This design comes from an exercise in tuning for a short achievable clock period on the open sky130 flow, not from production work.
At most, simulation tests tie the RTL to the original design; equivalence was not proved.
No activity file was given, so power comes from the tool's default toggle rates.

// pwmcore
module pwmcore (
    input  wire        clk,
    input  wire        rst,           
    input  wire        cmd_valid,
    input  wire [31:0] cmd_word,
    output reg         resp_valid,
    output wire [31:0] resp_word,
    input  wire [7:0]  ev_in,
    output reg  [3:0]  pin_h,
    output reg  [3:0]  pin_l,
    output wire        irq_fault,
    output wire [3:0]  irq_match,
    output wire        irq_ovf
);
Settings: LEC_CHECK=0, ABC_AREA=1, CAP_MARGIN=20, CORE_MARGIN=2, CORE_UTILIZATION=40, PLACE_DENSITY=0.6, SETUP_SLACK_MARGIN=4.8, SLEW_MARGIN=20, SYNTH_HIERARCHICAL=1, SYNTH_MINIMUM_KEEP_SIZE=0; clock period 7.6 ns.
run.sh (not shown) runs the stock make flow with config.mk's settings and CLKGATE_MAP_FILE= SYNTH_SCRIPT=/design/flow/synth_recipe.tcl, a recipe that flattens the netlist after the stock synthesis.
Edit:
--- a/flow/design.v
+++ b/flow/design.v
@@ -391,23 +391,20 @@
                               4'b0000, match};
     wire [15:0] rd_duty = cmd_word[16] ? pending_e[ix] : active_e[ix];
     wire [15:0] rd_data = ({16{lg_rd}} & rd_duty) |
                           ({16{lg_st}} & {15'd0, fstate}) |
                           ({16{lg_rf}} & flags_word);
     always @(posedge clk) begin
         resp_hi29 <= ~legal;
         resp_lo   <= rd_data;
         cw     <= cmd_word;
         cw_pm1 <= dec16(c_period);
-        pc_e   <= ~md_lt_c | car_dt_bad;
-        pm_e   <= ~v_lt_per | max_ap_bad;
-        pd_e   <= dt_ge;
         cw_raw <= car_raw;
         r2_r   <= r2;
         prem_d   <= dec10(prem_e);
         phit_d   <= (prem_e == 10'd1);
         for (i = 0; i < N; i = i + 1) begin
             dt_a1[i] <= a1[i];
             dt_a0[i] <= a0[i];
             a1z_r[i] <= z1[i];
             a1o_r[i] <= raw_e[i] ? d2[i] : (dt_high_e[i][7:1] == 7'd0);
             a0z_r[i] <= z0[i];
@@ -477,22 +474,25 @@
             ra28       <= legal & cfe_a;
             rb         <= cfe_b;
             rc         <= cfe_c;
             ev_prev    <= ev_in;
             resp_valid <= cmd_valid;
             for (i = 0; i < N; i = i + 1) begin
                 pin_h[i] <= forced_n ? safe1 : h_n[i];
                 pin_l[i] <= forced_n ? safe1 : l_n[i];
             end
             pc_a       <= lg_car & ~(enabled | ~|c_period | ~|c_div);
+            pc_e       <= ~md_lt_c | car_dt_bad;
             pm_a       <= lg_max & ~enabled;
+            pm_e       <= ~v_lt_per | max_ap_bad;
             pd_a       <= lg_dt & ~enabled;
+            pd_e       <= dt_ge;
             lpp_r      <= lp;
             lap_r      <= la;
             epp_r      <= ep;
             eap_r      <= ea;
             wr_r       <= wr_sel;
             period    <= period_e;
             period_m1 <= period_m1_e;
             direction <= direction_e;
             mode      <= mode_e;
             div_m1    <= div_m1_e;
Result: Count of clock-buffer cells in the layout climbs by 10. Wire length increases by 4.9%. Cell area rises by 2.7%. Fmax grows by 1.2%. Utilization goes up by 0.83 points. Global-route usage increases by 1.1 points. Cell count increases by 0.93%. Area after synthesis went up by 0.36%. Worst setup slack is better by 0.037 ns. Clock power drops by about 3%. Via count rises by 2.2%.
Only the layout flow was run in the first run of this note; the RTL was not checked for function there.

* * *

v36:
Another version of the RTL of pwmcore (not shown whole).
For scale: roughly 5800 cells after synthesis, about 90 I/O pins.
Settings: LEC_CHECK=0, ABC_CLOCK_PERIOD_IN_PS=2500, CAP_MARGIN=20, CORE_MARGIN=2, CORE_UTILIZATION=40, PLACE_DENSITY=0.6, SETUP_SLACK_MARGIN=4.8, SLEW_MARGIN=20, SYNTH_HIERARCHICAL=1, SYNTH_MINIMUM_KEEP_SIZE=0; clock period 7.6 ns.
v36 ran to completion and came out clean on the timing, design-rule and antenna checks.
Relative to v36, the following input files were edited for v29:
diff --git a/flow/design.v b/flow/design.v
--- a/flow/design.v
+++ b/flow/design.v
@@ -282,44 +282,30 @@
     wire [N-1:0] cdt_ge, v_lt_act, v_lt_pend, c_lt_act;
     wire [N-1:0] m_lt_pp, m_eq_pp, m_lt_ap, m_eq_ap;
     wire [N-1:0] s_lt_pp, s_eq_pp, s_lt_ap, s_eq_ap;
     wire md_lt_v, md_lt_c, v_lt_per, dt_ge;
     wire lt_s_cw, eq_s_cw, lt_p_cw, eq_p_cw;
     genvar gc;
     generate
         for (gc = 0; gc < N; gc = gc + 1) begin : g_cmp
-            pwmcore_sumge u_cdt  (.lo(dt_low[gc]), .hi(dt_high[gc]), .p(c_period), .ge(cdt_r[gc]));
-            assign cdt_ge[gc] = (pend_dt && cw[25:24] == gc) ? cdt_cw : cdt_r[gc];
+            pwmcore_sumge u_cdt  (.lo(dt_low_e[gc]), .hi(dt_high_e[gc]), .p(c_period), .ge(cdt_ge[gc]));
             pwmcore_cmp16 u_vact (.a(value), .b(active_p[gc]), .lt(v_lt_act[gc]), .eq());
-            pwmcore_cmp16 u_vpnd (.a(value), .b(pending_p[gc]), .lt(v_lt_pr[gc]), .eq());
-            assign v_lt_pend[gc] = wr_r[gc] ? v_lt_cw : v_lt_pr[gc];
+            pwmcore_cmp16 u_vpnd (.a(value), .b(pending_e[gc]), .lt(v_lt_pend[gc]), .eq());
             pwmcore_cmp16 u_cact (.a(c_period), .b(active_p[gc]), .lt(c_lt_act[gc]), .eq());
             pwmcore_cmp16 u_mpp  (.a(cw_pm1), .b(pending_p[gc]), .lt(m_lt_pp[gc]), .eq(m_eq_pp[gc]));
             pwmcore_cmp16 u_map  (.a(cw_pm1), .b(active_p[gc]), .lt(m_lt_ap[gc]), .eq(m_eq_ap[gc]));
             pwmcore_cmp16 u_spp  (.a(ncnt_s), .b(pending_p[gc]), .lt(s_lt_pp[gc]), .eq(s_eq_pp[gc]));
             pwmcore_cmp16 u_sap  (.a(ncnt_s), .b(active_p[gc]), .lt(s_lt_ap[gc]), .eq(s_eq_ap[gc]));
         end
     endgenerate
-    wire [N-1:0] cdt_r, v_lt_pr;
-    wire cdt_cw, v_lt_cw, cw_lt_v, md_lt_vr, cw_lt_c, md_lt_cr, v_lt_cwp, v_lt_pr1;
-    wire dt_ge_cw, dt_ge_r;
-    pwmcore_sumge u_cdtc (.lo(cw[15:8]), .hi(cw[7:0]), .p(c_period), .ge(cdt_cw));
-    pwmcore_cmp16 u_vcw  (.a(value), .b(cw[15:0]), .lt(v_lt_cw), .eq());
-    pwmcore_cmp16 u_cwv  (.a(cw[15:0]), .b(value), .lt(cw_lt_v), .eq());
-    pwmcore_cmp16 u_mdv  (.a(max_duty), .b(value), .lt(md_lt_vr), .eq());
-    pwmcore_cmp16 u_cwc  (.a(cw[15:0]), .b(c_period), .lt(cw_lt_c), .eq());
-    pwmcore_cmp16 u_mdc  (.a(max_duty), .b(c_period), .lt(md_lt_cr), .eq());
-    pwmcore_cmp16 u_vper (.a(value), .b(period), .lt(v_lt_pr1), .eq());
-    pwmcore_sumge u_dtc  (.lo(c_low), .hi(c_high), .p(cw[15:0]), .ge(dt_ge_cw));
-    pwmcore_sumge u_dt   (.lo(c_low), .hi(c_high), .p(period), .ge(dt_ge_r));
-    assign md_lt_v  = pend_max ? cw_lt_v : md_lt_vr;
-    assign md_lt_c  = pend_max ? cw_lt_c : md_lt_cr;
-    assign v_lt_per = pend_car ? v_lt_cw : v_lt_pr1;
-    assign dt_ge    = pend_car ? dt_ge_cw : dt_ge_r;
+    pwmcore_cmp16 u_mdv  (.a(max_duty_e), .b(value), .lt(md_lt_v), .eq());
+    pwmcore_cmp16 u_mdc  (.a(max_duty_e), .b(c_period), .lt(md_lt_c), .eq());
+    pwmcore_cmp16 u_vper (.a(value), .b(period_e), .lt(v_lt_per), .eq());
+    pwmcore_sumge u_dt   (.lo(c_low), .hi(c_high), .p(period_e), .ge(dt_ge));
     pwmcore_cmp16 u_scw  (.a(ncnt_s), .b(cw[15:0]), .lt(lt_s_cw), .eq(eq_s_cw));
     pwmcore_cmp16 u_pcw  (.a(ncnt_p), .b(cw[15:0]), .lt(lt_p_cw), .eq(eq_p_cw));
     reg car_dt_bad, max_ap_bad;
     reg [N-1:0] car_raw;
     always @(*) begin
         car_dt_bad = 1'b0;
         max_ap_bad = 1'b0;
         for (i = 0; i < N; i = i + 1) begin
### Flow results
Taking v36 as the reference, in v29 area added between synthesis and finish went up by 1.9 points; wire length fell 8.7%; total overflow reported by the global router shows no meaningful change; design area fell by about 1.2%. Delta (v29 minus v36): clock-buffer cell count down 5.1%; cell count went down; final worst setup slack up 0.30 ns. Compared with v36, v29 shows number of cells after detailed placement that has gone down by a few percent. v29 has synthesized cell count below what v36 had. Synthesized area delta (v29 − v36): favourable. The post-route core utilization of v29 is higher than that of v36. Total power: v29 < v36.
For v36, only the layout was checked, not whether the RTL still works.

what the ideal ports hide:
The results above use ideal ports. As a check the final layouts listed here were re-extracted and re-timed, cells and wires unchanged. Step 1 sets driving cells, clkbuf_16 on the clock port and buf_2 on the other inputs (assumed; they add their load-dependent delay and slew). Step 2 moves the port delays by t, midway between the first and last clock arrival at a register: inputs arrive t later, outputs are due t later. That takes back most of the time a late clock gives input paths. Three values: no drivers, after step 1, after step 2; two values: the first two.
run | t (ns) | slack for setup (ns) | worst setup path after step 2 | latest minus earliest clock arrival (ns) | worst data-port slew with drivers (ns)
the first run of note 1 | 0.700 | 4.480 / 4.486 / 3.786 | input to register | 0.053 / 0.053 | 0.08
the second run of note 1 | 0.704 | 4.517 / 4.445 / 3.742 | input to register | 0.041 / 0.041 | 0.25
v36 | 0.736 | 3.733 / 3.655 / 2.918 | input to register | 0.047 / 0.047 | 0.40
v29 | 0.732 | 4.031 / 4.031 / 3.365 | input to register | 0.023 / 0.023 | 0.32
After both steps every run listed still meets setup and hold. The setup slack of v36, which loses most, moves by -0.078 ns with the drivers and by -0.815 ns with both steps.
